This design comes from an exercise in tuning for small area on the open sky130 flow, not from production work. The RTL was checked by simulation tests, not by an equivalence proof against the original design. Power and IR drop assume default switching activity.

[design.v]
module m1h4_core (
    input              clk,
    input              rst,           
    input      [13:0]  ibound,        
    output     [12:0]  imem_addr,
    input      [111:0] imem_rdata,
    output     [12:0]  dmem_raddr,
    input      [31:0]  dmem_rdata,
    output             dmem_we,
    output     [12:0]  dmem_waddr,
    output     [31:0]  dmem_wdata,
    output             out_valid,
    output     [7:0]   out_byte,
    input              in_valid,
    input      [7:0]   in_byte,
    output             in_ready,
    output             stopped,
    output     [1:0]   cause,
    input      [3:0]   dbg_idx,
    output     [31:0]  dbg_data
);
    localparam [2:0] K_NONE = 3'd0, K_REG = 3'd1, K_ADDR = 3'd2, K_CHAR = 3'd4;
    localparam [3:0] S_CLEAR = 4'd0,  S_FETCH = 4'd1,  S_FCHK = 4'd2,  S_IWAIT = 4'd3,
                     S_DEC   = 4'd4,  S_A1    = 4'd5,  S_C1   = 4'd6,  S_A2    = 4'd7,
                     S_C2    = 4'd8,  S_X0    = 4'd9,  S_X1   = 4'd10, S_X1B   = 4'd11,
                     S_X2    = 4'd12, S_X3    = 4'd13, S_PC   = 4'd14, S_HALT  = 4'd15;
    reg  [31:0] ring [0:15];
    reg  [3:0]  phase;
    reg  [3:0]  state;
    reg  [31:0] T;
    reg  [12:0] F;
    reg         flag;
    reg         stopped_q;
    reg  [1:0]  cause_q;
    wire [3:0]  op = imem_rdata[111:108];
    wire [2:0]  k0 = imem_rdata[107:105];
    wire [2:0]  k1 = imem_rdata[104:102];
    wire [2:0]  k2 = imem_rdata[101:99];
    wire [31:0] v0 = imem_rdata[95:64];
    wire [31:0] v1 = imem_rdata[63:32];
    wire [31:0] v2 = imem_rdata[31:0];
    wire o_jump  = (op == 4'd1);
    wire o_cond  = (op == 4'd2);
    wire o_move  = (op == 4'd3);
    wire o_add   = (op == 4'd4);
    wire o_sub   = (op == 4'd5);
    wire o_write = (op == 4'd6);
    wire o_read  = (op == 4'd7);
    wire o_load  = (op == 4'd8);
    wire o_store = (op == 4'd9);
    wire o_push  = (op == 4'd10);
    wire o_pop   = (op == 4'd11);
    wire o_break = (op == 4'd12);
    wire o_addsub = o_add | o_sub;
    reg hdr_ok;
    always @(*) begin
        case (imem_rdata[111:96])
            16'h1200, 16'h1400,
            16'h2200, 16'h2600, 16'h2400,
            16'h3240, 16'h32C0, 16'h3280, 16'h3440, 16'h34C0, 16'h3480,
            16'h4248, 16'h4258, 16'h4250, 16'h42C8, 16'h42D8, 16'h42D0,
            16'h4288, 16'h4298, 16'h4290,
            16'h5248, 16'h5258, 16'h5250, 16'h52C8, 16'h52D8, 16'h52D0,
            16'h5288, 16'h5298, 16'h5290,
            16'h6800, 16'h6600, 16'h6200,
            16'h7200,
            16'h8240, 16'h82C0,
            16'h9240, 16'h92C0, 16'h9640, 16'h96C0,
            16'hA200, 16'hA600,
            16'hB200,
            16'hC000:
                hdr_ok = 1'b1;
            default:
                hdr_ok = 1'b0;
        endcase
    end
    wire slot0_ok = (k0 == K_NONE) ? (v0 == 32'd0) :
                    (k0 == K_REG)  ? (v0[31:4] == 28'd0) :
                    (k0 == K_CHAR) ? (v0[31:8] == 24'd0) : 1'b1;
    wire slot1_ok = (k1 == K_NONE) ? (v1 == 32'd0) :
                    (k1 == K_REG)  ? (v1[31:4] == 28'd0) :
                    (k1 == K_CHAR) ? (v1[31:8] == 24'd0) : 1'b1;
    wire slot2_ok = (k2 == K_NONE) ? (v2 == 32'd0) :
                    (k2 == K_REG)  ? (v2[31:4] == 28'd0) :
                    (k2 == K_CHAR) ? (v2[31:8] == 24'd0) : 1'b1;
    wire well_formed = hdr_ok && slot0_ok && slot1_ok && slot2_ok;
    wire need_c1 = o_jump | o_load | o_store | o_push | o_pop |
                   (o_cond & (k0 == K_ADDR)) | ((o_move | o_addsub) & (k1 == K_ADDR));
    wire need_c2 = (o_move & (k0 == K_ADDR)) | (o_addsub & (k2 == K_ADDR));
    wire wr_reg  = (o_move & (k0 == K_REG)) | o_addsub | o_read | o_load | o_pop;
    reg  [1:0] sl;                          
    reg        s_r, s_v, s_m, s_in;         
    reg        use14, use15;                
    reg        q_t, q_1, q_inv, c_in;       
    reg        t_en, wen;
    wire [2:0]  ksl = (sl == 2'd0) ? k0 : (sl == 2'd1) ? k1 : k2;
    wire [31:0] vsl = (sl == 2'd0) ? v0 : (sl == 2'd1) ? v1 : v2;
    task automatic by_kind;
        begin
            if (ksl == K_REG)       s_r = 1'b1;
            else if (ksl == K_ADDR) s_m = 1'b1;
            else                    s_v = 1'b1;
        end
    endtask
    always @(*) begin
        sl = 2'd1; s_r = 1'b0; s_v = 1'b0; s_m = 1'b0; s_in = 1'b0;
        use14 = 1'b0; use15 = 1'b0;
        q_t = 1'b0; q_1 = 1'b0; q_inv = 1'b0; c_in = 1'b0;
        t_en = 1'b0; wen = 1'b0;
        case (state)
            S_CLEAR: wen = 1'b1;                        
            S_FETCH: begin use14 = 1'b1; s_r = 1'b1; t_en = 1'b1; end
            S_A1: begin
                t_en = 1'b1;
                sl = (o_jump | o_cond | o_store) ? 2'd0 : 2'd1;
                if (o_push | o_pop) begin
                    use15 = 1'b1; s_r = 1'b1; q_inv = o_pop;    
                end else if (ksl == K_REG) s_r = 1'b1;
                else                       s_v = 1'b1;
            end
            S_A2: begin
                t_en = 1'b1;
                sl = o_move ? 2'd0 : 2'd2;
                s_v = 1'b1;
            end
            S_X1: begin
                sl = o_addsub ? 2'd2 : (o_cond | o_write | o_push) ? 2'd0 : 2'd1;
                if (o_read) begin
                    s_in = 1'b1; t_en = in_valid;
                end else begin
                    by_kind;
                    t_en = o_addsub;
                end
            end
            S_X2: begin
                sl = 2'd1;
                if (o_load | o_pop) s_m = 1'b1;
                else if (!o_read)   by_kind;
                q_t   = o_addsub | o_read;
                q_inv = o_sub;
                c_in  = o_sub;
                wen   = wr_reg & (phase == v0[3:0]);
            end
            S_X3: begin
                use15 = 1'b1; s_r = 1'b1;
                q_1   = o_push;
                q_inv = o_pop;
                wen   = (o_push | o_pop) & (phase == 4'd15);
            end
            S_PC: begin
                use14 = 1'b1;
                s_r   = !o_jump;
                q_t   = o_jump;
                q_1   = !o_jump;
                c_in  = o_cond & flag;
                wen   = (phase == 4'd14);
            end
            default: ;
        endcase
    end
    wire [3:0]  ridx  = stopped_q ? dbg_idx : use14 ? 4'd14 : use15 ? 4'd15 : vsl[3:0];
    wire [31:0] R     = ring[ridx - phase];
    wire [31:0] S = ({32{s_r}} & R) | ({32{s_v}} & vsl) | ({32{s_m}} & dmem_rdata) |
                    {24'd0, {8{s_in}} & in_byte};
    wire [31:0] Q = (({32{q_t}} & T) | {31'd0, q_1}) ^ {32{q_inv}};
    wire [31:0] W = S + Q + {31'd0, c_in};
    wire lt_ib  = (T[31:14] == 18'd0) && (T[13:0] < ibound);
    wire lt_cap = (T[31:13] == 19'd0);
    wire dvalid = !lt_ib && lt_cap;
    integer i;
    always @(posedge clk) begin
        for (i = 0; i < 15; i = i + 1)
            ring[i] <= ring[i + 1];
        ring[15] <= wen ? W : ring[0];
    end
    always @(posedge clk) begin
        if (rst) phase <= 4'd0;
        else     phase <= phase + 4'd1;
    end
    always @(posedge clk)
        if (t_en) T <= W;
    always @(posedge clk)
        if (state == S_FCHK) F <= T[12:0];
    always @(posedge clk)
        if (state == S_X1) flag <= (S != 32'd0);
    always @(posedge clk) begin
        if (rst) begin
            state     <= S_CLEAR;
            stopped_q <= 1'b0;
        end else begin
            case (state)
                S_CLEAR: if (phase == 4'd15) state <= S_FETCH;
                S_FETCH: state <= S_FCHK;
                S_FCHK: begin
                    if (lt_ib) state <= S_IWAIT;
                    else begin
                        stopped_q <= 1'b1; cause_q <= 2'd1; state <= S_HALT;
                    end
                end
                S_IWAIT: state <= S_DEC;
                S_DEC: begin
                    if (op == 4'd0) begin
                        stopped_q <= 1'b1; cause_q <= 2'd3; state <= S_HALT;
                    end else if (!well_formed) begin
                        stopped_q <= 1'b1; cause_q <= 2'd1; state <= S_HALT;
                    end else if (o_break) begin
                        stopped_q <= 1'b1; cause_q <= 2'd0; state <= S_HALT;
                    end else if (need_c1)
                        state <= S_A1;
                    else if (need_c2)
                        state <= S_A2;
                    else
                        state <= S_X0;
                end
                S_A1: state <= S_C1;
                S_C1: begin
                    if (o_jump ? !lt_ib : !dvalid) begin
                        stopped_q <= 1'b1; cause_q <= o_jump ? 2'd1 : 2'd2; state <= S_HALT;
                    end else if (o_jump)
                        state <= S_PC;
                    else if (need_c2)
                        state <= S_A2;
                    else
                        state <= S_X0;
                end
                S_A2: state <= S_C2;
                S_C2: begin
                    if (!dvalid) begin
                        stopped_q <= 1'b1; cause_q <= 2'd2; state <= S_HALT;
                    end else
                        state <= S_X0;
                end
                S_X0:  state <= S_X1;
                S_X1:  if (!o_read || in_valid) state <= S_X1B;
                S_X1B: state <= S_X2;
                S_X2:  if (!wr_reg || phase == v0[3:0]) state <= S_X3;
                S_X3:  if (!(o_push | o_pop) || phase == 4'd15) state <= S_PC;
                S_PC:  if (phase == 4'd14) state <= S_FETCH;
                default: state <= S_HALT;
            endcase
        end
    end
    assign imem_addr  = F;
    assign dmem_raddr = (o_load | o_pop) ? T[12:0] :
                        (o_addsub & ((state == S_X0) | (state == S_X1))) ? v2[12:0] :
                        o_cond ? v0[12:0] : v1[12:0];
    assign dmem_we    = (state == S_X1) & (o_store | o_push | (o_move & (k0 == K_ADDR)));
    assign dmem_waddr = T[12:0];
    assign dmem_wdata = S;
    assign out_valid  = (state == S_X1) & o_write;
    assign out_byte   = S[7:0];
    assign in_ready   = (state == S_X1) & o_read;
    assign stopped    = stopped_q;
    assign cause      = cause_q;
    assign dbg_data   = R;
endmodule
[run.sh]
#!/bin/bash
# synth_recipe.tcl (not shown) runs the flow's synth.tcl, then flattens the netlist and writes it again
# the make line also repeats each setting of config.mk as NAME=value (left out here)
make -C /OpenROAD-flow-scripts/flow DESIGN_CONFIG=/design/flow/config.mk WORK_HOME=/design/flow/orfs CLKGATE_MAP_FILE= SYNTH_SCRIPT=/design/flow/synth_recipe.tcl finish
[config.mk]
export PLATFORM = sky130hd
export DESIGN_NAME = m1h4_core
export DESIGN_NICKNAME = m1h4_core
export VERILOG_FILES = /design/flow/design.v
export SDC_FILE = /design/flow/constraint.sdc
export NUM_CORES = 4
export LEC_CHECK = 0
export CAP_MARGIN = 20
export CORE_MARGIN = 2
export CORE_UTILIZATION = 40
export SLEW_MARGIN = 20
[constraint.sdc]
create_clock -name core_clock -period 12.0 [get_ports {clk}]
set_input_delay 2.4000 -clock core_clock [delete_from_list [all_inputs] [get_ports {clk}]]
set_output_delay 2.4000 -clock core_clock [all_outputs]
set_load 0.01 [all_outputs]
==> run_results.csv, run 1 <==
group,metric,value,unit
outcome,status,"complete, no violations",
yosys,synthAdderAreaFrac,0.0295,
global_routing,grt_pass1_vias,19000,
detailed_routing,via_per_inst,5.87,
setup_path,worstSetupStartpoint,"imem_rdata[110]",
yosys,ys_types,93,
global_routing,grt_max_degree,60,
yosys,synth_area_leaders,"dfxtp_1, edfxtp_1, nand2_1",
pwr,total_power,9.44,mW
timing,skew,0.0577,ns
detailed_routing,postRouteAntennaNets,0,
finish,final_common_cell,"dfxtp_1",
floorplan,io_pins,290,
finish,syn2layout_area_growth,26.7,%
place,port_buffers,289,
finish,fin_util,0.513,
timing,period_share,0.959,
setup_path,path_max_fanout,34,
cts,cts_buffer_depth,3,
yosys,ys_ff_latch,569,
yosys,syn-instance-count,2217,
setup_path,reg2reg_slack,2.75,ns
finish,nets,2726,
pwr,p_sw_frac,0.439,
pwr,power.leakage,10.9,nW
pwr,p_per_area,333,nW/µm²
detailed_routing,drt_iter0_drc,1789,
pwr,pwr-share-clk,0.192,
pwr,seqPwrFrac,0.303,
timing,tightest_slew,0.895,ns
cts,clk_latency,0.64,ns
cts,hold_buffers,0,
floorplan,die-area,57800,µm²
timing,hold_viol,0,
floorplan,die_y,240,µm
setup_path,worst_path_dominant_cell_family,"compound AO/OA/AOI/OAI gates",
detailed_routing,route.vias.total,19400,
global_routing,grtUsageTotal,0.310,
yosys,yosysWarnings,2,
cts,cts_setup_buffers,0,
finish,layout_common_cells,"dfxtp_1, clkdlybuf4s50_1, nand2_1",
floorplan,chipWidth,240,µm
setup_path,crit_buf_inv,4,
detailed_routing,first_pass_iters,6,
worst_hold_path,min_from,"ring[11][11]$_DFF_P_",
floorplan,rows,86,
setup_path,cpMaxStageDelayCell,"clkdlybuf4s50_1",
setup_path,end_kind,"output port",
setup_path,crit_type,"in2out",
setup_path,crit_path_max_incr_delay,0.89,ns
yosys,ys.flop_type,"dfxtp_1",
setup_path,start_kind,"primary input",
finish,drive_above_1_share,0.111,
yosys,synth_top_family_by_area,"compound AO/OA/AOI/OAI gates",
cts,clock-root-buffer,"clkbuf_16",
cts,cts_resized,0,
yosys,syn_avg_cell_area,10.1,µm²
cts,cts_tree,"done",
detailed_routing,routedWlPerCell,27.7,µm
cts,clkSlewWorstSetupHoldPaths,0.06,ns
yosys,yosysTopAreaCellShare,0.466,
pwr,p_sw,4.14,mW
yosys,seq_area_frac_synth,0.531,
yosys,async_flop_share,0,
setup_path,required,9.60,ns
yosys,synth_compound_area_frac,0.192,
place,gp_congestion,0.984,
setup_path,r2r-start,"state[1]$_SDFFE_PP0P_",
worst_hold_path,min_path_type,"reg2reg",
yosys,synth_xor_area_frac,0.0278,
timing,clock.fmax,86.9,MHz
global_routing,grt_antenna_before_repair,4,
finish,fin_area,28300,µm²
yosys,syn_nets,2441,
setup_path,critPathArrivalTime,9.10,ns
flow_run,cap_violations,0,
pwr,combPwrFrac,0.505,
cts,numCtsBuffers,56,
place,placed_area,26400,µm²
detailed_routing,wl,91600,µm
timing,period_minus_slack,11.50,ns
cts,clock_sinks,569,
floorplan,start_util,0.405,
timing,rsz0062_at_grt,"no",
yosys,syn_area,22400,µm²
setup_path,cp_cell_sequence,"clkdlybuf4s50_1 -> and4bb_2 -> o2bb2ai_2 -> a21oi_2 -> buf_4 -> nand2_1 -> nand3_1 -> o22a_1 -> ha_1 -> and3b_1 -> o21a_1 -> or2_2 -> a211oi_1 -> or3_1 -> buf_4 -> and3_1 -> a31oi_1 -> o21ai_0 -> a221o_1 -> clkdlybuf4s50_1",
detailed_routing,drc_errors,0,
yosys,synth_top_area_cell,"dfxtp_1",
timing,tns,0,ns
pwr,internal_power,5.30,mW
pwr,irDropWorstVdd,0.000220,V
timing,drv_slew,0,
global_routing,grt_pass1_wl,131000,µm
timing,max_slew_margin,0.401,
floorplan,coreArea,55200,µm²
cts,htree_levels,2,
yosys,synth-simple-area-share,0.129,
yosys,synth_edf_count,48,
place,dp_hpwl,69600,µm
timing,setup_viol,0,
yosys,yosys-mux-area-fraction,0.0532,
global_routing,grt_overflow,0,
path summary, 6_finish.rpt:
check,cells after the start,endpoint
min reg2reg,0,ring[10][11]$_DFF_P_
max reg2reg,30,ring[15][31]$_DFF_P_
max,20,dmem_wdata[9]
min,0,ring[10][11]$_DFF_P_
power groups by stage:
stage                     logic (mW)  registers [mW]  clock network (mW)
after floorplan                 2.40            2.73                   0
after global placement          4.68            2.87                   0
after detailed placement        4.68            2.89                   0
after CTS                       4.71            2.85                1.84
after global routing            4.99            2.91                1.92
final                           4.77            2.86                1.81
cell usage after synthesis (11+ instances only):
library cell,count
a221oi_1,26
ha_1,48
a222oi_1,23
nand4_1,19
xnor2_1,28
edfxtp_1,48
nor3_1,29
and3_1,19
inv_1,45
dfxtp_1,521
a221o_1,21
a21o_1,23
mux2i_1,61
nor4_1,39
nand2_1,245
buf_4,23
o21ai_0,106
xor2_1,43
o31ai_1,14
nor2_1,121
a211oi_1,17
a21oi_1,150
nand3_1,58
a22oi_1,85
nand2b_1,18
mux2_2,38
o211ai_1,16
buf_1,16
buf_2,13
clkbuf_1,93
a31oi_1,19
o22ai_1,11
state kept, by name, summed over array words and instances, names as in the netlist:
register	flops
flag	1
phase	4
stopped_q	1
T	32
ring	512
F	13
state	4
cause_q	2
stage by stage:
stage	instances	setup WS, ns	hold WS [ns]
floorplan	2217	1.58	0.323
global placement	3192	0.846	0.330
detailed placement	3192	0.672	0.331
CTS	3297	0.650	0.298
global route	3298	0.248	0.309
finish	3301	0.497	0.315
cells by family (layout without fill, tap and decap cells):
family,after synthesis,after routing
AO/OA/AOI/OAI,617,617
multiplexers,106,106
other,0,4
flip-flops,569,569
XOR/XNOR,71,71
adder cells (fa/ha/maj),51,51
AND/OR/NAND/NOR,610,610
buffers and inverters,193,525
layout make-up:
type                            count  area [µm²]
Fill cell                        5019       26900
Sequential cell                   569       11900
Multi-Input combinational cell   1455        9800
Timing Repair Buffer              373        3590
Clock buffer                       80        1680
Tap cell                          748         936
Clock inverter                     25         274
Inverter                           47         178
Antenna cell                        4        10.0
layer usage:
layer / global-route usage / vias up / routed length [µm]
li1: - / 8749 / -
met1: 0.403 / 9475 / 38300
met2: 0.490 / 940 / 40800
met3: 0.0544 / 215 / 7110
met4: 0.169 / 2 / 5360
met5: 0 / - / 8
==> run 2, diff against run 1 <==
==> flow/run.sh (new file) <==
#!/bin/bash
# Own flow: the standard layout (standard.sh) with smaller port buffers and a
# clock tree built from smaller clock buffers without dummy loads.
set -euo pipefail
export BUFFER_PORTS_ARGS="-buffer_cell sky130_fd_sc_hd__buf_1"
export CTS_ARGS="-sink_clustering_enable -repair_clock_nets -dont_use_dummy_load -buf_list {sky130_fd_sc_hd__clkbuf_4 sky130_fd_sc_hd__clkbuf_8}"
bash standard.sh > standard_flow.log 2>&1
==> standard.sh (new file) <==
#!/bin/bash
# synth_recipe.tcl (not shown) runs the flow's synth.tcl, then flattens the netlist and writes it again
# the make line also repeats each setting of config.mk as NAME=value (left out here)
make -C /OpenROAD-flow-scripts/flow DESIGN_CONFIG=/design/flow/config.mk WORK_HOME=/design/flow/orfs CLKGATE_MAP_FILE= SYNTH_SCRIPT=/design/flow/synth_recipe.tcl "${@:-finish}"
--- a/config.mk
+++ b/config.mk
@@ -7,5 +7,5 @@
 export LEC_CHECK = 0
 export CAP_MARGIN = 20
 export CORE_MARGIN = 2
-export CORE_UTILIZATION = 40
+export CORE_UTILIZATION = 60
 export SLEW_MARGIN = 20
removed: run.sh
==> run_results.csv, run 2 <==
group,metric,value,unit
outcome,status,"complete, no violations",
finish,drive_above_1_share,0.107,
timing,drv_slew,0,
finish,reg_top3,"ring (512), T (32), F (13)",
finish,final_common_cell,"dfxtp_1",
place,placed_area,24200,µm²
floorplan,die-area,38800,µm²
setup_path,start_kind,"primary input",
yosys,yosysWarnings,2,
timing,period_minus_slack,11.12,ns
timing,max_slew_margin,0.221,
floorplan,rows,70,
cts,cts_tree,"done",
worst_hold_path,min_from,"ring[11][0]$_DFF_P_",
timing,clock.fmax,89.9,MHz
detailed_routing,postRouteAntennaNets,0,
timing,layout_setup_ws,0.879,ns
setup_path,cp_cell_sequence,"buf_1 -> and4bb_2 -> o2bb2ai_2 -> a21oi_2 -> nand2_1 -> nand3_1 -> o22a_1 -> ha_1 -> and3b_1 -> o21a_1 -> or2_2 -> a211oi_1 -> or3_1 -> buf_4 -> and3_1 -> o22ai_1 -> o32a_1 -> a221o_1 -> buf_1",
setup_path,path_max_fanout,34,
yosys,syn_avg_cell_area,10.1,µm²
finish,layout_common_cells,"dfxtp_1, buf_1, nand2_1",
pwr,p_per_area,333,nW/µm²
timing,tns,0,ns
timing,period_share,0.927,
yosys,ys_types,93,
global_routing,grtUsageTotal,0.433,
flow_run,cap_violations,0,
yosys,ys.flop_type,"dfxtp_1",
detailed_routing,first_pass_iters,6,
detailed_routing,via_per_inst,6.66,
worst_hold_path,holdPathStages,0,
floorplan,die_y,197,µm
finish,largest_reg_flops,512,
pwr,power.leakage,9.83,nW
yosys,ys_ff_latch,569,
pwr,irDropWorstVdd,0.000240,V
setup_path,crit_type,"in2out",
detailed_routing,routedWlPerCell,28.3,µm
yosys,synth_area_leaders,"dfxtp_1, edfxtp_1, nand2_1",
place,port_buffers,289,
cts,cts_resized,0,
yosys,synth.most_common_cell,"dfxtp_1",
cts,hold_buffers,0,
timing,rsz0062_at_grt,"no",
finish,fin_util,0.692,
place,dp_hpwl,63200,µm
timing,setup_viol,0,
setup_path,worst_path_dominant_cell_family,"compound AO/OA/AOI/OAI gates",
detailed_routing,route.vias.total,20000,
cts,clock_sinks,569,
cts,clk_latency,0.66,ns
yosys,synthTopCellsByCount,"dfxtp_1, nand2_1, a21oi_1",
floorplan,start_util,0.609,
cts,cts_buffer_depth,3,
worst_hold_path,min_to,"ring[10][0]$_DFF_P_",
yosys,syn_area,22400,µm²
setup_path,crit_top_cell,"buf_1",
yosys,syn_nets,2441,
place,gp_congestion,1.06,
setup_path,cpMaxStageDelayCell,"o2bb2ai_2",
pwr,total_power,8.45,mW
global_routing,grt_pass1_wl,124000,µm
setup_path,reg2reg_slack,2.74,ns
finish,largest-register,"ring",
setup_path,worstSetupStartpoint,"imem_rdata[111]",
setup_path,worstReg2RegEnd,"ring[15][26]$_DFF_P_",
timing,skew,0.0741,ns
detailed_routing,drt_iter0_drc,2420,
yosys,syn-instance-count,2217,
setup_path,crit_path_max_incr_delay,0.65,ns
finish,syn2layout_area_growth,13.7,%
cts,numCtsBuffers,87,
finish,nets,2753,
setup_path,critPathArrivalTime,8.72,ns
finish,fin_area,25400,µm²
global_routing,grt_max_degree,58,
setup_path,required,9.60,ns
global_routing,grt_overflow,0,
setup_path,r2r-start,"state[0]$_SDFFE_PP0P_",
setup_path,crit_buf_inv,3,
cts,htree_levels,3,
cts,clkSlewWorstSetupHoldPaths,0.06,ns
timing,hold_viol,0,
setup_path,end_kind,"output port",
cts,cts_setup_buffers,0,
yosys,synth_top_area_cell,"dfxtp_1",
cts,clock-root-buffer,"clkbuf_8",
yosys,yosysTopAreaCellShare,0.466,
detailed_routing,wl,85000,µm
setup_path,reg2reg_depth,30,
floorplan,coreArea,36700,µm²
timing,tightest_slew,1.16,ns
yosys,seq_area_frac_synth,0.531,
yosys,synth_edf_count,48,
floorplan,io_pins,290,
floorplan,chipWidth,197,µm
detailed_routing,drc_errors,0,
yosys,async_flop_share,0,
global_routing,grt_antenna_before_repair,10,
worst_hold_path,min_path_type,"reg2reg",
place,post-place-ws,0.967,ns
global_routing,grt_pass1_vias,19100,
run 2: cell types whose count changed in the layout (fill, tap and decap cells not counted), moves of 6 or more:
| cell | previous run | this run |
|---|---|---|
| clkdlybuf4s50_1 | 289 | 0 |
| clkbuf_16 | 58 | 0 |
| clkbuf_1 | 7 | 0 |
| clkbuf_8 | 15 | 87 |
| clkinv_2 | 13 | 1 |
| buf_1 | 0 | 289 |
| buf_4 | 79 | 73 |
run 2: metrics by stage:
stage / hold slack, ns / std cells
after floorplan: 0.323 / 2217
after global placement: 0.328 / 2906
after detailed placement: 0.331 / 2906
after CTS: 0.317 / 2993
after global routing: 0.324 / 3003
final: 0.312 / 3003
run 2: worst max-delay path by stage:
stage,end,cells past startpoint
final,dmem_wdata[21],19
after global placement,ring[15][31]$_DFF_P_,30
after CTS,dmem_wdata[21],19
after global routing,dmem_wdata[21],20
after detailed placement,ring[15][31]$_DFF_P_,30
after floorplan,ring[15][31]$_DFF_P_,33
run 2: final cells by class:
| class | count | area [µm²] |
|---|---|---|
| Sequential cell | 569 | 11900 |
| Fill cell | 2827 | 11300 |
| Multi-Input combinational cell | 1455 | 9810 |
| Timing Repair Buffer | 369 | 1750 |
| Clock buffer | 87 | 1200 |
| Tap cell | 468 | 586 |
| Inverter | 47 | 178 |
| Antenna cell | 8 | 20.0 |
run 2: where the power goes:
| group | internal (mW) | leakage (nW) | switching [mW] | total (mW) |
|---|---|---|---|---|
| sequential | 2.51 | 4.71 | 0.346 | 2.86 |
| clock | 0.638 | 0.626 | 0.660 | 1.30 |
| combinational | 1.33 | 4.49 | 2.96 | 4.30 |
| total | 4.48 | 9.83 | 3.97 | 8.45 |
run 2: cell families (layout without fill, tap and decap cells):
kind of cell,count (synthesis),after routing,synth area share
xor+xnor,71,71,0.0278
mux,106,106,0.0532
buf+inv,193,503,0.0374
simple gates,610,610,0.129
other cells,0,8,0
compound gates,617,617,0.192
fa+ha+maj,51,51,0.0295
flops,569,569,0.531
run 2: layer usage:
metal | vias to the layer above | track usage | part of all wire
met2 | 1344 | 0.636 | 0.43
met4 | 4 | 0.315 | 0.081
met3 | 334 | 0.122 | 0.11
met1 | 9587 | 0.548 | 0.38
met5 | - | 0 | 0.00031
li1 | 8743 | - | -
==> run 3, diff against run 2 <==
--- a/design.v
+++ b/design.v
@@ -90,7 +90,6 @@
     wire wr_reg  = (o_move & (k0 == K_REG)) | o_addsub | o_read | o_load | o_pop;
     reg  [1:0] sl;                          
     reg        s_r, s_v, s_m, s_in;         
-    reg        use14, use15;                
     reg        q_t, q_1, q_inv, c_in;       
     reg        t_en, wen;
     wire [2:0]  ksl = (sl == 2'd0) ? k0 : (sl == 2'd1) ? k1 : k2;
@@ -104,17 +103,16 @@
     endtask
     always @(*) begin
         sl = 2'd1; s_r = 1'b0; s_v = 1'b0; s_m = 1'b0; s_in = 1'b0;
-        use14 = 1'b0; use15 = 1'b0;
         q_t = 1'b0; q_1 = 1'b0; q_inv = 1'b0; c_in = 1'b0;
         t_en = 1'b0; wen = 1'b0;
         case (state)
             S_CLEAR: wen = 1'b1;                        
-            S_FETCH: begin use14 = 1'b1; s_r = 1'b1; t_en = 1'b1; end
+            S_FETCH: begin s_r = 1'b1; t_en = 1'b1; end
             S_A1: begin
                 t_en = 1'b1;
                 sl = (o_jump | o_cond | o_store) ? 2'd0 : 2'd1;
                 if (o_push | o_pop) begin
-                    use15 = 1'b1; s_r = 1'b1; q_inv = o_pop;    
+                    s_r = 1'b1; q_inv = o_pop;    
                 end else if (ksl == K_REG) s_r = 1'b1;
                 else                       s_v = 1'b1;
             end
@@ -142,13 +140,12 @@
                 wen   = wr_reg & (phase == v0[3:0]);
             end
             S_X3: begin
-                use15 = 1'b1; s_r = 1'b1;
+                s_r = 1'b1;
                 q_1   = o_push;
                 q_inv = o_pop;
                 wen   = (o_push | o_pop) & (phase == 4'd15);
             end
             S_PC: begin
-                use14 = 1'b1;
                 s_r   = !o_jump;
                 q_t   = o_jump;
                 q_1   = !o_jump;
@@ -158,8 +155,9 @@
             default: ;
         endcase
     end
-    wire [3:0]  ridx  = stopped_q ? dbg_idx : use14 ? 4'd14 : use15 ? 4'd15 : vsl[3:0];
-    wire [31:0] R     = ring[ridx - phase];
+    reg  [3:0]  rsel;
+    wire [3:0]  rpos = stopped_q ? (dbg_idx - phase) : rsel;
+    wire [31:0] R    = ring[rpos];
     wire [31:0] S = ({32{s_r}} & R) | ({32{s_v}} & vsl) | ({32{s_m}} & dmem_rdata) |
                     {24'd0, {8{s_in}} & in_byte};
     wire [31:0] Q = (({32{q_t}} & T) | {31'd0, q_1}) ^ {32{q_inv}};
@@ -183,61 +181,77 @@
         if (state == S_FCHK) F <= T[12:0];
     always @(posedge clk)
         if (state == S_X1) flag <= (S != 32'd0);
+    reg  [3:0] state_n;
+    reg        stop_n;
+    reg  [1:0] cause_n;
+    always @(*) begin
+        state_n = state;
+        stop_n  = 1'b0;
+        cause_n = 2'd0;
+        case (state)
+            S_CLEAR: if (phase == 4'd15) state_n = S_FETCH;
+            S_FETCH: state_n = S_FCHK;
+            S_FCHK: begin
+                if (lt_ib) state_n = S_IWAIT;
+                else begin stop_n = 1'b1; cause_n = 2'd1; end
+            end
+            S_IWAIT: state_n = S_DEC;
+            S_DEC: begin
+                if (op == 4'd0)        begin stop_n = 1'b1; cause_n = 2'd3; end
+                else if (!well_formed) begin stop_n = 1'b1; cause_n = 2'd1; end
+                else if (o_break)      begin stop_n = 1'b1; cause_n = 2'd0; end
+                else if (need_c1)      state_n = S_A1;
+                else if (need_c2)      state_n = S_A2;
+                else                   state_n = S_X0;
+            end
+            S_A1: state_n = S_C1;
+            S_C1: begin
+                if (o_jump ? !lt_ib : !dvalid) begin
+                    stop_n = 1'b1; cause_n = o_jump ? 2'd1 : 2'd2;
+                end else if (o_jump) state_n = S_PC;
+                else if (need_c2)    state_n = S_A2;
+                else                 state_n = S_X0;
+            end
+            S_A2: state_n = S_C2;
+            S_C2: begin
+                if (!dvalid) begin stop_n = 1'b1; cause_n = 2'd2; end
+                else         state_n = S_X0;
+            end
+            S_X0:  state_n = S_X1;
+            S_X1:  if (!o_read || in_valid) state_n = S_X1B;
+            S_X1B: state_n = S_X2;
+            S_X2:  if (!wr_reg || phase == v0[3:0]) state_n = S_X3;
+            S_X3:  if (!(o_push | o_pop) || phase == 4'd15) state_n = S_PC;
+            S_PC:  if (phase == 4'd14) state_n = S_FETCH;
+            default: state_n = S_HALT;
+        endcase
+        if (stop_n) state_n = S_HALT;
+    end
+    reg [3:0] ridx_n;
+    always @(*) begin
+        case (state_n)
+            S_FETCH, S_PC: ridx_n = 4'd14;
+            S_X3:          ridx_n = 4'd15;
+            S_A1:          ridx_n = (o_push | o_pop) ? 4'd15 :
+                                    (o_jump | o_cond | o_store) ? v0[3:0] : v1[3:0];
+            S_A2:          ridx_n = o_move ? v0[3:0] : v2[3:0];
+            S_X1:          ridx_n = o_addsub ? v2[3:0] :
+                                    (o_cond | o_write | o_push) ? v0[3:0] : v1[3:0];
+            default:       ridx_n = v1[3:0];
+        endcase
+    end
+    always @(posedge clk)
+        rsel <= ridx_n + ~phase;                  
     always @(posedge clk) begin
         if (rst) begin
             state     <= S_CLEAR;
             stopped_q <= 1'b0;
         end else begin
-            case (state)
-                S_CLEAR: if (phase == 4'd15) state <= S_FETCH;
-                S_FETCH: state <= S_FCHK;
-                S_FCHK: begin
-                    if (lt_ib) state <= S_IWAIT;
-                    else begin
-                        stopped_q <= 1'b1; cause_q <= 2'd1; state <= S_HALT;
-                    end
-                end
-                S_IWAIT: state <= S_DEC;
-                S_DEC: begin
-                    if (op == 4'd0) begin
-                        stopped_q <= 1'b1; cause_q <= 2'd3; state <= S_HALT;
-                    end else if (!well_formed) begin
-                        stopped_q <= 1'b1; cause_q <= 2'd1; state <= S_HALT;
-                    end else if (o_break) begin
-                        stopped_q <= 1'b1; cause_q <= 2'd0; state <= S_HALT;
-                    end else if (need_c1)
-                        state <= S_A1;
-                    else if (need_c2)
-                        state <= S_A2;
-                    else
-                        state <= S_X0;
-                end
-                S_A1: state <= S_C1;
-                S_C1: begin
-                    if (o_jump ? !lt_ib : !dvalid) begin
-                        stopped_q <= 1'b1; cause_q <= o_jump ? 2'd1 : 2'd2; state <= S_HALT;
-                    end else if (o_jump)
-                        state <= S_PC;
-                    else if (need_c2)
-                        state <= S_A2;
-                    else
-                        state <= S_X0;
-                end
-                S_A2: state <= S_C2;
-                S_C2: begin
-                    if (!dvalid) begin
-                        stopped_q <= 1'b1; cause_q <= 2'd2; state <= S_HALT;
-                    end else
-                        state <= S_X0;
-                end
-                S_X0:  state <= S_X1;
-                S_X1:  if (!o_read || in_valid) state <= S_X1B;
-                S_X1B: state <= S_X2;
-                S_X2:  if (!wr_reg || phase == v0[3:0]) state <= S_X3;
-                S_X3:  if (!(o_push | o_pop) || phase == 4'd15) state <= S_PC;
-                S_PC:  if (phase == 4'd14) state <= S_FETCH;
-                default: state <= S_HALT;
-            endcase
+            state <= state_n;
+            if (stop_n) begin
+                stopped_q <= 1'b1;
+                cause_q   <= cause_n;
+            end
         end
     end
     assign imem_addr  = F;
==> flow/run.sh (replaced) <==
#!/bin/bash
# Own flow: the standard synthesis (standard.sh synth), then the combinational
# logic of that netlist re-mapped for area with ABC (deepsyn, then a check by cec) (every register instance is kept
# as it is: same name, same cell), then the standard layout (standard.sh) with
# smaller port buffers and a clock tree of smaller clock buffers.
# Each tool's output goes to a log file of its own in this folder.
set -euo pipefail
W=$PWD
RES=$W/orfs/results/sky130hd/m1h4_core/base
LIB=$FLOW_HOME/platforms/sky130hd/lib/sky130_fd_sc_hd__tt_025C_1v80.lib

export BUFFER_PORTS_ARGS="-buffer_cell sky130_fd_sc_hd__buf_1"
export CTS_ARGS="-sink_clustering_enable -repair_clock_nets -dont_use_dummy_load -buf_list {sky130_fd_sc_hd__clkbuf_8} -sink_clustering_size 18 -sink_clustering_max_diameter 70"

# 1. standard synthesis
bash standard.sh synth > log_1_standard_synth.log 2>&1
cp "$RES/1_2_yosys.v" "$W/standard_1_2_yosys.v"

# 2. area re-mapping of the combinational logic
DU=""
for c in $(grep -o "sky130_fd_sc_hd__lpflow[a-z0-9_]*" "$FLOW_HOME/platforms/sky130hd/config.mk" | sort -u); do
  DU="$DU -dont_use $c"
done
SEQ=$(grep -oE "sky130_fd_sc_hd__[a-z]*df[a-z]*_[0-9]+" "$W/standard_1_2_yosys.v" | sort -u | tr '\n' ' ')
# models of the combinational cells, for the re-mapping to flatten them into gates
yosys -p "read_liberty -ignore_miss_func $LIB; delete $SEQ; write_verilog -noattr $W/comb_cells.v" > log_2_cells.log 2>&1
cat > "$W/resyn.ys" <<EOT
read_liberty -lib $LIB
read_verilog $W/standard_1_2_yosys.v
hierarchy -top $FLOW_TOP
techmap -map $W/comb_cells.v
techmap
opt -fast
abc -showtmp -liberty $LIB $DU -script +strash;&get,-n;&deepsyn,-T,60;&put;&get,-n;&dch,-f;&nf,-R,1000;&put;cec
opt_clean -purge
hilomap -singleton -hicell sky130_fd_sc_hd__conb_1 HI -locell sky130_fd_sc_hd__conb_1 LO
insbuf -buf sky130_fd_sc_hd__buf_4 A X
opt_clean -purge
stat -liberty $LIB
check -assert -mapped
write_verilog -noattr -nohex -nodec $W/resyn_1_2_yosys.v
EOT
yosys -s "$W/resyn.ys" > log_2_resyn.log 2>&1

# keep the re-mapped netlist only if ABC proved it equivalent to the standard one and it
# has exactly the standard registers
reglist() { grep -oE "^ *sky130_fd_sc_hd__[a-z]*df[a-z]*_[0-9]+ +[^ ]+" "$1" | awk '{print $1, $2}' | sort; }
if grep -q "Networks are equivalent" log_2_resyn.log && \
   [[ "$(reglist "$W/standard_1_2_yosys.v")" == "$(reglist "$W/resyn_1_2_yosys.v")" ]]; then
  cp "$W/resyn_1_2_yosys.v" "$RES/1_2_yosys.v"
  rm -f "$RES/1_synth.odb"
  echo "using the re-mapped netlist" > log_2_choice.log
else
  echo "not proved equivalent or register lists differ; using the standard netlist" > log_2_choice.log
fi

# 3. standard layout
bash standard.sh > log_3_layout.log 2>&1
==> run_results.csv, run 3 <==
group,metric,value,unit
finish,ff_latch_area,12000,µm²
floorplan,io_pins,290,
setup_path,end_kind,"flip-flop",
setup_path,crit_buf_inv,2,
finish,largest-register,"ring",
timing,hold_viol,0,
setup_path,reg2reg_slack,1.73,ns
cts,numCtsBuffers,39,
finish,nets,2456,
place,dpl.cell_count,2681,
setup_path,critPathArrivalTime,12.00,ns
timing,period_share,0.955,
finish,nFillCells,2526,
timing,max_slew_margin,0.270,
detailed_routing,via_per_inst,6.55,
setup_path,start_kind,"primary input",
setup_path,r2r-start,"phase[0]$_SDFF_PP0_",
cts,hold_buffers,0,
place,gp_congestion,1.00,
cts,clk_latency,0.64,ns
pwr,total_power,6.68,mW
floorplan,die_y,187,µm
outcome,status,"complete, no violations",
worst_hold_path,min_path_type,"reg2reg",
timing,period_minus_slack,11.46,ns
global_routing,grt_antenna_before_repair,3,
cts,cts_tree,"done",
setup_path,path_depth,60,
cts,clkSlewWorstSetupHoldPaths,0.12,ns
place,post-place-ws,-0.425,ns
finish,drive_above_1_share,0.126,
setup_path,required,12.53,ns
finish,final_cells,2726,
detailed_routing,drt_iter0_drc,2833,
yosys,syn_nets,2049,
pwr,irDropWorstVdd,0.000178,V
floorplan,start_util,0.613,
floorplan,coreArea,32700,µm²
setup_path,cpMaxStageDelayCell,"a222oi_1",
finish,fin_area,23200,µm²
global_routing,grtUsageTotal,0.420,
setup_path,worstReg2RegEnd,"ring[15][31]$_DFF_P_",
finish,layout_common_cells,"dfxtp_1, buf_1, buf_4",
finish,multi_input_area,7500,µm²
detailed_routing,first_pass_iters,8,
finish,final_common_cell,"dfxtp_1",
detailed_routing,routedWlPerCell,27.8,µm
yosys,syn_area,20100,µm²
timing,tns,0,ns
setup_path,crit_type,"in2reg",
cts,clock-root-buffer,"clkbuf_8",
cts,htree_levels,2,
place,port_buffers,289,
pwr,p_per_area,287,nW/µm²
yosys,syn_avg_cell_area,10.7,µm²
timing,setup_viol,0,
finish,reg_top3,"ring (512), T (32), F (13)",
global_routing,grt_pass1_wl,110000,µm
timing,clock.fmax,87.2,MHz
floorplan,rows,66,
finish,largest_reg_flops,512,
worst_hold_path,holdPathStages,0,
timing,skew,0.118,ns
timing,hold_slack,0.283,ns
cts,cts_buffer_depth,3,
global_routing,grt_pass1_vias,17300,
place,dp_hpwl,56800,µm
timing,tightest_slew,1.10,ns
finish,fin_util,0.711,
global_routing,grt_overflow,0,
worst_hold_path,min_from,"ring[4][5]$_DFF_P_",
detailed_routing,route.vias.total,17900,
finish,syn2layout_area_growth,15.9,%
global_routing,grt_max_degree,33,
setup_path,path_max_fanout,4,
cts,clock_sinks,573,
yosys,syn-instance-count,1876,
timing,layout_setup_ws,0.535,ns
detailed_routing,wl,75800,µm
place,placed_area,22600,µm²
timing,drv_slew,0,
flow_run,cap_violations,0,
worst_hold_path,min_to,"ring[3][5]$_DFF_P_",
pwr,power.leakage,8.73,nW
detailed_routing,postRouteAntennaNets,0,
setup_path,crit_path_max_incr_delay,0.46,ns
setup_path,reg2reg_depth,60,
setup_path,worst_path_dominant_cell_family,"compound AO/OA/AOI/OAI gates",
floorplan,die-area,34900,µm²
yosys,yosysWarnings,2,
floorplan,chipWidth,187,µm
detailed_routing,drc_errors,0,
setup_path,crit_top_cell,"o21ai_1",
## run 3: area by class of cell
type | count | area share
Sequential cell | 573 | 0.514
Multi-Input combinational cell | 1132 | 0.323
Timing Repair Buffer | 464 | 0.104
Tap cell | 442 | 0.0238
Clock buffer | 39 | 0.0231
Inverter | 73 | 0.0118
Antenna cell | 3 | 0.000323
## run 3: timing repair
item,CTS,global route
resized for setup,0,29
setup buffers,0,3
endpoints found under the setup margin,0,8
## run 3: how the worst max path moves through the flow
stage / end / from / slack (ns)
floorplan: ring[15][31]$_DFF_P_ / dbg_idx[2] / 0.004
global placement: ring[15][31]$_DFF_P_ / dbg_idx[2] / -0.18
detailed placement: ring[15][31]$_DFF_P_ / dbg_idx[2] / -0.43
CTS: ring[15][31]$_DFF_P_ / dbg_idx[2] / 0.12
global route: ring[15][31]$_DFF_P_ / dbg_idx[2] / -0.02
finish: ring[15][31]$_DFF_P_ / dbg_idx[2] / 0.54
## run 3: worst reg2reg max path, delay by kind of cell, from the launching register on
kind,cells,cell delay (ns)
AOI/OAI and AO/OA,26,3.43
adders and majority gates,9,2.69
and+or+nand+nor,20,2.53
DFF,1,0.63
xor gates and xnor gates,3,0.49
muxes,1,0.29
buffers and inverters,1,0.14
## run 3: power by group
group	total [mW]	internal, mW	leakage, nW	switching, mW
clock network	0.867	0.294	0.280	0.574
registers	2.82	2.47	4.75	0.342
logic	3.00	1.00	3.70	2.00
total	6.68	3.77	8.73	2.91
## run 3: metal layers
layer  wire length [µm]  track usage  vias to the layer above
li1                   -            -                     7708
met1              28200        0.535                     8428
met2              33600        0.653                     1404
met3               8790       0.0910                      310
met4               5160        0.263                        0
met5                  0            0                        -
==> run 4, diff against run 3 <==
==> flow/run.sh (replaced) <==
#!/bin/bash
# Own flow: the standard synthesis (standard.sh synth), then the combinational
# logic of that netlist re-mapped for area with ABC (every register instance is kept
# as it is: same name, same cell), then the standard layout (standard.sh) with
# smaller port buffers and a clock tree of smaller clock buffers.
# Each tool's output goes to a log file of its own in this folder.
set -euo pipefail
W=$PWD
RES=$W/orfs/results/sky130hd/m1h4_core/base
LIB=$FLOW_HOME/platforms/sky130hd/lib/sky130_fd_sc_hd__tt_025C_1v80.lib

export BUFFER_PORTS_ARGS="-buffer_cell sky130_fd_sc_hd__buf_1"
export CTS_ARGS="-sink_clustering_enable -repair_clock_nets -dont_use_dummy_load -buf_list {sky130_fd_sc_hd__clkbuf_4 sky130_fd_sc_hd__clkbuf_8}"

# 1. standard synthesis
bash standard.sh synth > log_1_standard_synth.log 2>&1
cp "$RES/1_2_yosys.v" "$W/standard_1_2_yosys.v"

# 2. area re-mapping of the combinational logic
DU=""
for c in $(grep -o "sky130_fd_sc_hd__lpflow[a-z0-9_]*" "$FLOW_HOME/platforms/sky130hd/config.mk" | sort -u); do
  DU="$DU -dont_use $c"
done
SEQ=$(grep -oE "sky130_fd_sc_hd__[a-z]*df[a-z]*_[0-9]+" "$W/standard_1_2_yosys.v" | sort -u | tr '\n' ' ')
# models of the combinational cells, for the re-mapping to flatten them into gates
yosys -p "read_liberty -ignore_miss_func $LIB; delete $SEQ; write_verilog -noattr $W/comb_cells.v" > log_2_cells.log 2>&1
cat > "$W/resyn.ys" <<EOT
read_liberty -lib $LIB
read_verilog $W/standard_1_2_yosys.v
hierarchy -top $FLOW_TOP
techmap -map $W/comb_cells.v
techmap
opt -fast
abc -liberty $LIB $DU
opt_clean -purge
hilomap -singleton -hicell sky130_fd_sc_hd__conb_1 HI -locell sky130_fd_sc_hd__conb_1 LO
insbuf -buf sky130_fd_sc_hd__buf_4 A X
opt_clean -purge
stat -liberty $LIB
check -assert -mapped
write_verilog -noattr -nohex -nodec $W/resyn_1_2_yosys.v
EOT
yosys -s "$W/resyn.ys" > log_2_resyn.log 2>&1

# keep the re-mapped netlist only if it has exactly the standard registers
reglist() { grep -oE "^ *sky130_fd_sc_hd__[a-z]*df[a-z]*_[0-9]+ +[^ ]+" "$1" | awk '{print $1, $2}' | sort; }
if [[ "$(reglist "$W/standard_1_2_yosys.v")" == "$(reglist "$W/resyn_1_2_yosys.v")" ]]; then
  cp "$W/resyn_1_2_yosys.v" "$RES/1_2_yosys.v"
  rm -f "$RES/1_synth.odb"
  echo "using the re-mapped netlist" > log_2_choice.log
else
  echo "register lists differ; using the standard netlist" > log_2_choice.log
fi

# 3. standard layout
bash standard.sh > log_3_layout.log 2>&1
==> run_results.csv, run 4 <==
group,metric,value,unit
setup_path,end_kind,"output port",
global_routing,grtUsageTotal,0.405,
yosys,syn_avg_cell_area,10.6,µm²
detailed_routing,postRouteAntennaNets,0,
floorplan,die-area,36600,µm²
detailed_routing,via_per_inst,6.77,
cts,cts_resized,0,
finish,fin_util,0.682,
flow_run,cap_violations,0,
worst_hold_path,min_from,"ring[9][29]$_DFF_P_",
finish,final_cells,2760,
yosys,yosysWarnings,2,
timing,layout_setup_ws,2.17,ns
floorplan,io_pins,290,
finish,largest_reg_flops,512,
global_routing,grt_pass1_wl,109000,µm
setup_path,critPathArrivalTime,7.43,ns
place,dp_hpwl,52000,µm
setup_path,crit_buf_inv,3,
timing,max_slew_margin,0.252,
setup_path,cpMaxStageDelayCell,"o21ai_0",
yosys,syn_area,21000,µm²
timing,rsz0062_at_grt,"no",
timing,drv_slew,0,
pwr,irDropWorstVdd,0.000203,V
global_routing,grt_overflow,0,
finish,drive_above_1_share,0.0612,
timing,hold_slack,0.313,ns
cts,clkSlewWorstSetupHoldPaths,0.06,ns
cts,hold_buffers,0,
worst_hold_path,min_path_type,"reg2reg",
cts,cts_tree,"done",
finish,reg_top3,"ring (512), T (32), F (13)",
finish,layout_common_cells,"dfxtp_1, buf_1, nand2_1",
cts,htree_levels,3,
detailed_routing,routedWlPerCell,27.5,µm
cts,clock-root-buffer,"clkbuf_8",
setup_path,reg2reg_depth,24,
setup_path,crit_path_max_incr_delay,0.56,ns
global_routing,grt_pass1_vias,17800,
setup_path,crit_top_cell,"o21ai_0",
cts,clk_latency,0.65,ns
detailed_routing,first_pass_iters,8,
setup_path,worstSetupStartpoint,"ibound[0]",
detailed_routing,drt_iter0_drc,2758,
outcome,status,"complete, no violations",
setup_path,r2r-start,"state[1]$_SDFF_PP0_",
setup_path,reg2reg_slack,4.06,ns
finish,largest-register,"ring",
timing,tightest_slew,1.12,ns
pwr,total_power,6.07,mW
cts,cts_buffer_depth,3,
setup_path,crit_type,"in2out",
setup_path,start_kind,"primary input",
timing,clock.fmax,102,MHz
detailed_routing,wl,75800,µm
place,port_buffers,289,
timing,period_share,0.819,
finish,fin_area,23600,µm²
place,post-place-ws,2.30,ns
place,dpl.cell_count,2673,
global_routing,grt_antenna_before_repair,2,
cts,cts_setup_buffers,0,
floorplan,rows,68,
yosys,syn_nets,2163,
setup_path,required,9.60,ns
pwr,p_per_area,258,nW/µm²
cts,clock_sinks,573,
setup_path,cp_cell_sequence,"buf_1 -> nor2b_1 -> maj3_1 -> maj3_1 -> o221ai_1 -> a31oi_1 -> a221oi_1 -> o221ai_1 -> a221oi_1 -> o2bb2ai_1 -> nor3b_1 -> nand3b_1 -> o21ai_0 -> a31oi_1 -> a21boi_0 -> nor2_1 -> nand3_1 -> buf_4 -> o21ai_0 -> o21ai_0 -> buf_1",
detailed_routing,route.vias.total,18700,
timing,period_minus_slack,9.83,ns
yosys,syn-instance-count,1990,
finish,nets,2479,
setup_path,worstReg2RegEnd,"ring[15][31]$_DFF_P_",
finish,syn2layout_area_growth,12.0,%
floorplan,chipWidth,191,µm
timing,setup_viol,0,
cts,numCtsBuffers,86,
place,gp_congestion,0.990,
floorplan,die_y,191,µm
detailed_routing,drc_errors,0,
timing,hold_viol,0,
place,placed_area,22400,µm²
timing,skew,0.0747,ns
finish,final_common_cell,"dfxtp_1",
timing,tns,0,ns
global_routing,grt_max_degree,35,
setup_path,path_max_fanout,26,
pwr,power.leakage,8.66,nW
floorplan,coreArea,34500,µm²
setup_path,path_depth,21,
floorplan,start_util,0.609,
setup_path,worst_path_dominant_cell_family,"compound AO/OA/AOI/OAI gates",
setup_path,endpoint,"dmem_raddr[7]",
==> run 4: worst min-delay path by stage <==
stage,slack (ns),end,cells past startpoint
detailed placement,0.33,ring[11][7]$_DFF_P_,0
finish,0.31,ring[8][29]$_DFF_P_,0
global route,0.31,ring[8][29]$_DFF_P_,0
global placement,0.33,ring[1][12]$_DFF_P_,0
floorplan,0.32,ring[13][31]$_DFF_P_,0
CTS,0.30,ring[8][29]$_DFF_P_,0
==> run 4: area by class of cell <==
| type | instances | area (µm²) |
|---|---|---|
| Clock buffer | 86 | 1180 |
| Inverter | 60 | 225 |
| Sequential cell | 573 | 12000 |
| Antenna cell | 1 | 2.50 |
| Multi-Input combinational cell | 1259 | 8270 |
| Tap cell | 455 | 569 |
| Timing Repair Buffer | 326 | 1360 |
| Fill cell | 2756 | 11000 |
==> run 4: report_power, final <==
group	internal, mW	switching (mW)	total (mW)
clock network	0.632	0.650	1.28
registers	2.64	0.413	3.05
logic	0.490	1.25	1.74
total	3.76	2.31	6.07
==> run 4: per-layer routing <==
layer,vias up,track usage,share of wire
li1,8092,-,-
met1,8909,0.521,0.37
met2,1426,0.636,0.45
met3,246,0.101,0.13
met4,2,0.200,0.049
met5,-,0,0.00017
==> run 4: worst reg2reg max path: stages, from the launching register on <==
cell	delay, ns
dfxtp_1	0.75
nor2b_1	0.55
nand2_1	0.33
clkinv_1	0.30
a32o_1	0.42
buf_4	0.42
nor2_2	0.09
a21oi_1	0.16
a32o_2	0.95
a22oi_1	0.23
o21a_1	0.18
a31oi_1	0.25
o21ai_0	0.18
a311oi_1	0.35
o311a_1	0.20
a2bb2oi_1	0.15
o311a_1	0.39
o22ai_1	0.36
a31o_1	0.30
o31ai_1	0.15
a211oi_1	0.36
o31ai_1	0.16
a31oi_1	0.25
xnor2_1	0.11
mux2_1	0.29

static timing again, ports no longer ideal:
How much do the figures lean on ideal ports? The routed layouts below were timed once more, with nothing changed but the port constraints.
Step 1, drivers: a clkbuf_16 drives clk and a buf_2 each remaining input, both assumed.
Step 2 moves the port delays by t, midway between the first and last clock arrival at a register: inputs arrive t later, outputs are due t later. That takes back most of the time a late clock gives input paths.
Slacks: ideal ports / drivers / drivers and shift; pairs: ideal ports / drivers.
run | shift t [ns] | setup WS [ns] | hold slack, ns | latest minus earliest clock arrival (ns)
run 1 | 0.669 | 0.497 / 0.463 / 0.463 | 0.315 / 0.315 / 0.315 | 0.058 / 0.058
run 2 | 0.673 | 0.879 / 0.847 / 0.666 | 0.312 / 0.312 / 0.312 | 0.076 / 0.076
run 3 | 0.636 | 0.535 / 0.565 / -0.071 | 0.283 / 0.283 / 0.283 | 0.118 / 0.118
run 4 | 0.666 | 2.171 / 2.149 / 2.047 | 0.313 / 0.313 / 0.313 | 0.075 / 0.075
Met with ideal ports but missed after step 2: setup timing in run 3. For run 3, which loses most, drivers alone change the setup slack by +0.030 ns; drivers and shift together by -0.606 ns.
